Context: an optimization exercise on an open-source flow, tuned for a short achievable clock period and few clock cycles. The choices shown serve that exercise and are no tape-out recipe.
The RTL was checked by simulation tests, not by an equivalence proof against the original design.
Power figures rest on the tool's default switching activity, not on a simulated workload.

`run.sh`:
```
#!/bin/bash
# synth_recipe.tcl (not shown) runs the flow's synth.tcl, then flattens the netlist and writes it again
# the make line also repeats each setting of config.mk as NAME=value (left out here)
make -C /OpenROAD-flow-scripts/flow DESIGN_CONFIG=/design/flow/config.mk WORK_HOME=/design/flow/orfs CLKGATE_MAP_FILE= SYNTH_SCRIPT=/design/flow/synth_recipe.tcl finish
```
`config.mk`:
```
export PLATFORM = sky130hd
export DESIGN_NAME = dpt_rx_engine
export DESIGN_NICKNAME = dpt_rx_engine
export VERILOG_FILES = /design/flow/design.v
export SDC_FILE = /design/flow/constraint.sdc
export NUM_CORES = 4
export LEC_CHECK = 0
export CAP_MARGIN = 20
export CORE_MARGIN = 2
export CORE_UTILIZATION = 40
export PLACE_DENSITY = 0.6
export SLEW_MARGIN = 20
```
`constraint.sdc`:
```
create_clock -name core_clock -period 8.0 [get_ports {clk}]
set_input_delay 1.6000 -clock core_clock [delete_from_list [all_inputs] [get_ports {clk}]]
set_output_delay 1.6000 -clock core_clock [all_outputs]
set_load 0.01 [all_outputs]
```
`design.v`:
```
module dpt_rx_engine (
    input  wire        clk,
    input  wire        rst,
    input  wire        in_valid,
    output wire        in_ready,
    input  wire [1:0]  in_op,
    input  wire [31:0] in_data,
    output wire        ram_we,
    output wire [9:0]  ram_waddr,
    output wire [7:0]  ram_wdata,
    output reg  [9:0]  ram_raddr,
    input  wire [7:0]  ram_rdata,
    output wire        mem_we,
    output wire [31:0] mem_addr,
    output wire [7:0]  mem_wdata,
    output wire        resp_valid,
    output wire [31:0] resp_value,
    output wire [9:0]  rxq_size,
    output wire [7:0]  idle_count,
    output reg  [31:0] cnt_rx,
    output reg  [31:0] cnt_overrun,
    output reg  [31:0] cnt_buserr
);
    localparam [7:0] TERM = 8'h16;
    localparam [1:0] OP_BYTE = 2'd0, OP_ERR = 2'd1, OP_IDLE = 2'd2, OP_RECV = 2'd3;
    localparam [3:0] S_IDLE  = 4'd0,    
                     S_WAIT  = 4'd1,    
                     S_SCAN  = 4'd2,    
                     S_CLS   = 4'd3,    
                     S_LEN   = 4'd4,    
                     S_SIZE  = 4'd5,    
                     S_CHK   = 4'd6,    
                     S_CHKW  = 4'd7,    
                     S_COPY  = 4'd8,    
                     S_COPYW = 4'd9,    
                     S_DISC  = 4'd10,   
                     S_DISCW = 4'd11;   
    reg [9:0]  head, tail;
    reg [7:0]  idle_cnt;
    reg        sem;
    reg [31:0] rx_addr;
    reg [3:0]  st;
    reg [7:0]  lead;
    reg [8:0]  total;
    reg [1:0]  chk_i;
    reg [8:0]  idx;
    reg        misuse_r;
    wire [9:0] size = head - tail;
    wire       full = (size == 10'd1023);
    assign in_ready = (st == S_IDLE) || (st == S_WAIT && !sem);
    wire acc     = in_valid && in_ready;
    wire is_byte = acc && (in_op == OP_BYTE);
    wire is_err  = acc && (in_op == OP_ERR);
    wire is_idle = acc && (in_op == OP_IDLE);
    wire is_recv = acc && (in_op == OP_RECV);
    wire [7:0] idle_next = (idle_cnt == 8'd255) ? 8'd255 : idle_cnt + 8'd1;
    wire       inject    = is_idle && (idle_next == 8'd1);
    wire       push      = is_byte || inject;
    assign ram_we    = push && !full;
    assign ram_waddr = head;
    assign ram_wdata = is_byte ? in_data[7:0] : TERM;
    wire lead_ok = (ram_rdata == 8'h10) || (ram_rdata == 8'h68) || (ram_rdata == 8'hA2) ||
                   (ram_rdata == 8'hDC) || (ram_rdata == 8'hE5);
    reg [8:0] fixed_total;
    always @(*) begin
        case (ram_rdata)
            8'h10:   fixed_total = 9'd6;
            8'hA2:   fixed_total = 9'd14;
            8'hDC:   fixed_total = 9'd3;
            default: fixed_total = 9'd1;     
        endcase
    end
    wire [1:0] n_chk = (lead == 8'h68) ? 2'd3 :
                       (lead == 8'hDC || lead == 8'hE5) ? 2'd1 : 2'd2;
    reg [8:0] chk_off;
    always @(*) begin
        case (chk_i)
            2'd0:    chk_off = (lead == 8'hE5) ? total : total - 9'd1;
            2'd1:    chk_off = total - 9'd2;
            default: chk_off = 9'd3;
        endcase
    end
    wire [7:0] chk_exp  = (chk_i == 2'd2) ? 8'h68 : TERM;
    wire       chk_last = (chk_i == n_chk - 2'd1);
    always @(*) begin
        case (st)
            S_CLS:   ram_raddr = tail + 10'd1;
            S_CHK:   ram_raddr = tail + {1'b0, chk_off};
            S_COPY:  ram_raddr = tail + {1'b0, idx};
            default: ram_raddr = tail;
        endcase
    end
    wire copy_last = (idx == total - 9'd1);
    assign mem_we    = (st == S_COPYW);
    assign mem_addr  = rx_addr + {23'd0, idx};
    assign mem_wdata = ram_rdata;
    assign resp_valid = (st == S_COPYW && copy_last) || misuse_r;
    assign resp_value = misuse_r ? 32'hFFFF_FFFF : {23'd0, total};
    assign rxq_size   = size;
    assign idle_count = idle_cnt;
    always @(posedge clk) begin
        if (rst) begin
            head        <= 10'd0;
            idle_cnt    <= 8'd0;
            cnt_rx      <= 32'd0;
            cnt_overrun <= 32'd0;
            cnt_buserr  <= 32'd0;
            misuse_r    <= 1'b0;
        end else begin
            misuse_r <= is_recv && (in_data == 32'd0);
            if (push) begin
                if (full) cnt_overrun <= cnt_overrun + 32'd1;
                else      head <= head + 10'd1;
            end
            if (is_byte) begin
                idle_cnt <= 8'd0;
                cnt_rx   <= cnt_rx + 32'd1;
            end
            if (is_err) begin
                idle_cnt   <= 8'd0;
                cnt_buserr <= cnt_buserr + 32'd1;
            end
            if (is_idle)
                idle_cnt <= idle_next;
        end
    end
    always @(posedge clk) begin
        if (rst) begin
            st      <= S_IDLE;
            sem     <= 1'b0;
            tail    <= 10'd0;
            rx_addr <= 32'd0;
            lead    <= 8'd0;
            total   <= 9'd0;
            chk_i   <= 2'd0;
            idx     <= 9'd0;
        end else begin
            if (is_err || inject)
                sem <= 1'b1;
            if (is_recv && in_data != 32'd0 && st == S_IDLE) begin
                rx_addr <= in_data;
                st      <= S_WAIT;
            end
            case (st)
                S_WAIT: if (sem) begin
                    sem <= 1'b0;
                    st  <= S_SCAN;
                end
                S_SCAN: begin
                    if (size == 10'd0) st <= S_WAIT;
                    else               st <= S_CLS;
                end
                S_CLS: begin
                    lead <= ram_rdata;
                    if (!lead_ok) begin
                        tail <= tail + 10'd1;           
                        st   <= S_SCAN;
                    end else if (ram_rdata == 8'h68) begin
                        if (size < 10'd2) st <= S_WAIT;
                        else              st <= S_LEN;
                    end else begin
                        total <= fixed_total;
                        st    <= S_SIZE;
                    end
                end
                S_LEN: begin
                    total <= 9'd6 + {1'b0, ram_rdata};
                    st    <= S_SIZE;
                end
                S_SIZE: begin
                    chk_i <= 2'd0;
                    if ({1'b0, size} < {1'b0, total} + 10'd1) st <= S_WAIT;   
                    else if (total > 9'd260)                  st <= S_DISC;   
                    else                                      st <= S_CHK;
                end
                S_CHK: st <= S_CHKW;
                S_CHKW: begin
                    if (ram_rdata != chk_exp) st <= S_DISC;
                    else if (chk_last) begin
                        idx <= 9'd0;
                        st  <= S_COPY;
                    end else begin
                        chk_i <= chk_i + 2'd1;
                        st    <= S_CHK;
                    end
                end
                S_COPY: st <= S_COPYW;
                S_COPYW: begin
                    if (copy_last) begin
                        tail    <= tail + {1'b0, total} + 10'd1;
                        rx_addr <= 32'd0;
                        st      <= S_IDLE;
                    end else begin
                        idx <= idx + 9'd1;
                        st  <= S_COPY;
                    end
                end
                S_DISC: st <= S_DISCW;
                S_DISCW: begin
                    tail <= tail + 10'd1;
                    if (ram_rdata == TERM || size == 10'd1) st <= S_SCAN;
                    else                                   st <= S_DISC;
                end
                default: ;
            endcase
        end
    end
endmodule
```
==> flow_summary.ini <==
[status]
outcome = timing/DRC/antenna clean

[yosys]
synth_cell_type_count = 90
synth_edf_count = 0
synth_area_sq_um = 12900
ys_warn_count = 1
syn_inst = 1625
synth_area_leaders = dfxtp_1 29%, ha_1 6.1%, nor2_1 5.8%
synth_nets = 1737
synth_flop_cell = dfxtp_1
async_flop_share = 0
seq_area_frac_synth = 0.295
synth_seq_cells = 190
yosys.area.top_type = dfxtp_1
synth_top_area_frac = 0.295
syn_avg_cell_area_sq_um = 7.94

[clocking]
cts_setup_buffers = 0
clkSinkCount = 190
path_clk_slew_ns = 0.08
hold_buffers = 0
post_cts_resized = 0
clockBufferDepth = 2
cts_made_buffers = 17
insertion_delay_ns = 0.46
cts_root_buffer = clkbuf_16
cts_tree = yes
htree_levels = 4

[worst_setup_path]
cp_data_arrival_time_ns = 4.41
startpoint_type = input pin
worstRegToRegCells = 14
cp.required_ns = 6.40
reg2reg_from = tail[1]$_SDFFE_PP0P_
ff2ff_setup_slack_ns = 3.72
critPathKind = input pin to output pin
path_max_fanout = 30
crit_path_end_kind = output pin
r2r_end = st[3]$_SDFF_PP0_

[floorplan]
die_area_sq_um = 33700
fp-row-count = 65
io-pin-count = 263
die-height_um = 184
core_sq_um = 31600
start_util = 0.408
die_x_um = 184

[routing]
drt_pass1_iterations = 5
vias = 12210
routed_via_density = 5.51
ant_nets = 0
finalWirelength_um = 38900
drc = 0
drt_iter0_drc = 762
wl_per_cell_um = 17.6

[global_routing]
grt_pass1_wl_um = 60900
grt_overflow = 0
grt_max_degree = 85
grt_pass1_vias = 11347
antenna_found_initial = 1
grtUsageTotal = 0.224

[timing]
setup-tns-final_ns = 0
hold_ws_ns = 0.474
fin_crit_sh = 0.751
skew_ns = 0.0180
finalCriticalPeriod_ns = 6.01
final_max_slew_viol_count = 0
tightest_slew_ns = 1.06
slew_headroom = 0.284
rsz0062_at_grt = false
hold_viol_final = 0
max_freq_mhz = 166
finalSetupViolCount = 0
setup_ws_ns = 1.99

[finish]
fin_area_sq_um = 16100
drive_above_1_share = 0.0525
syn_to_final_growth_pct = 24.7
layout.nets = 1910
fillers = 3064

[power]
totalPowerFinal_mw = 2.83
power.density_nw_per_um2 = 176
ir_worst_vdd_mv = 0.171
leakagePower_nw = 6.18

[hold_path]
hold_path_end = lead[3]$_SDFFE_PP0P_
holdPathStages = 2
hold_class = register to register
min_from = lead[3]$_SDFFE_PP0P_

[placed_design]
placed_area_sq_um = 15500
pre_cts_slack_ns = 1.93
dp_hpwl_um = 28400
port_buffers = 262
gp_routability_congestion = 0.856

[flow_run]
max_cap_violations = 0
-- sequential cells by signal, summed over array words and instances (netlist names), 8 cells and up --
name	count
idle_cnt	8
tail	10
cnt_buserr	32
total	9
cnt_rx	32
head	10
idx	9
lead	8
cnt_overrun	32
rx_addr	32
-- metal layers --
layer | global-route usage | vias to the layer above | share of wire
met5 | 0 | - | 0
met4 | 0.0550 | 0 | 0.015
met3 | 0.0523 | 32 | 0.054
met2 | 0.364 | 286 | 0.46
met1 | 0.301 | 5767 | 0.47
li1 | - | 6125 | -
-- worst max-delay path, cell delays in order --
cell and delay [ns]:
clkdlybuf4s50_1 0.63, nand4b_1 0.41, nor2_1 0.66, nor2_2 0.08, buf_4 0.25, nor2_1 0.19, clkdlybuf4s50_1 0.56
-- final cells by class --
| class | instances | area, sq um | area share |
|---|---|---|---|
| antenna | 1 | 2.50 | 0.000155 |
| clock buffer | 18 | 429 | 0.0267 |
| clock inverter | 14 | 149 | 0.00925 |
| inverter | 55 | 206 | 0.0128 |
| multi-input combinational | 1265 | 8320 | 0.517 |
| sequential | 190 | 3800 | 0.236 |
| tap | 402 | 503 | 0.0313 |
| timing repair buffer | 269 | 2690 | 0.167 |
-- power breakdown --
group          total [mW]  switching [mW]  leakage [nW]  internal (mW)
logic               0.910           0.502          4.37          0.408
registers            1.05          0.0726          1.53          0.977
clock network       0.872           0.430         0.280          0.441
total                2.83            1.01          6.18           1.83
-- metrics by stage --
stage	utilization	instances
2_1_floorplan	-	1625
6_report	0.509	2214
5_1_grt	0.509	2213
4_1_cts	0.508	2212
3_3_place_gp	0.490	2180
3_5_place_dp	0.490	2180
-- worst max path at each step --
stage | slack, ns | cells past startpoint | from | endpoint
2_1_floorplan | 3.23 | 7 | in_valid | ram_we
3_3_place_gp | 2.06 | 7 | in_op[1] | ram_we
3_5_place_dp | 1.93 | 7 | in_op[1] | ram_we
4_1_cts | 1.92 | 7 | in_op[1] | ram_we
5_1_grt | 1.69 | 16 | lead[7]$_SDFFE_PP0P_ | ram_raddr[9]
6_report | 1.99 | 7 | in_op[1] | ram_we
-- kinds of logic (layout without fill, tap and decap cells) --
group | after synthesis | count (layout) | share of synthesized area
compound gates | 312 | 312 | 0.160
xor+xnor | 145 | 145 | 0.0998
fa+ha+maj | 68 | 68 | 0.0681
buf+inv | 170 | 356 | 0.0617
flops | 190 | 190 | 0.295
mux | 44 | 44 | 0.0348
other cells | 0 | 1 | 0
simple gates | 696 | 696 | 0.281
-- placed cells by master, fill, tap and decap left out, types with 12 or more instances in the layout --
master	synthesis	final
and2_1	16	16
nand4_1	35	35
clkbuf_16	0	17
a21o_1	13	13
and3_1	45	45
mux2i_1	37	37
nor3_1	31	31
or2_2	23	23
nand2_1	132	132
o21ai_0	76	76
inv_1	52	52
clkdlybuf4s50_1	0	261
dfxtp_1	190	189
nor2b_1	22	22
nor4_1	18	18
nor2_1	200	199
or3_1	16	15
a21oi_1	88	88
xnor2_1	76	76
nand3_1	69	69
ha_1	63	63
and4_1	14	14
xor2_1	68	68
or4_1	18	18
o31ai_1	17	17
o41ai_1	12	12
-- synth_stat cells (all sizes together), types with 5 or more instances --
library cell,n
a22oi,6
and4,15
or2,23
a221oi,7
nor4,20
o41ai,12
and3,45
xnor2,77
a31o,5
mux2i,37
o31ai,17
a211oi,9
buf,48
mux2,7
nor2b,22
a31oi,7
dfxtp,190
nor3,32
o21a,8
nand4,36
nor2,201
nand4b,8
o211ai,9
clkbuf,67
or4,18
nor4b,5
nand3,69
ha,63
nand2b,10
a21o,13
a21oi,88
and2,16
nand2,133
o21ai,77
inv,53
xor2,68
o221ai,6
or3,16
o311ai,9
nor3b,10
Testbench counts, summed over its fixed seeds: cycles 198,208.

[port drivers added, routing unchanged]
The results above use ideal ports. As a check the final layout listed here was re-extracted and re-timed, cells and wires unchanged.
Step 1 (the two cells are an assumption about what drives the block):
set clk [get_ports {clk}]
set_driving_cell -lib_cell sky130_fd_sc_hd__clkbuf_16 $clk
set_driving_cell -lib_cell sky130_fd_sc_hd__buf_2 [delete_from_list [all_inputs] $clk]
Step 2 times the ports against the registers' clock, not the clock port: input delays grow and output delays shrink by t, the midpoint of the rising clock arrivals with the driver on.
Slacks: no drivers / after step 1 / after step 2; pairs: no drivers / after step 1.
shift t [ns]: 0.495
slack for setup (ns): 1.989 / 1.967 / 1.967
worst hold slack (ns): 0.474 / 0.474 / 0.474
worst setup path at the end: input to output
After both steps this run still meets setup and hold. The setup slack of this run moves by -0.022 ns with the drivers and by -0.022 ns with both steps.
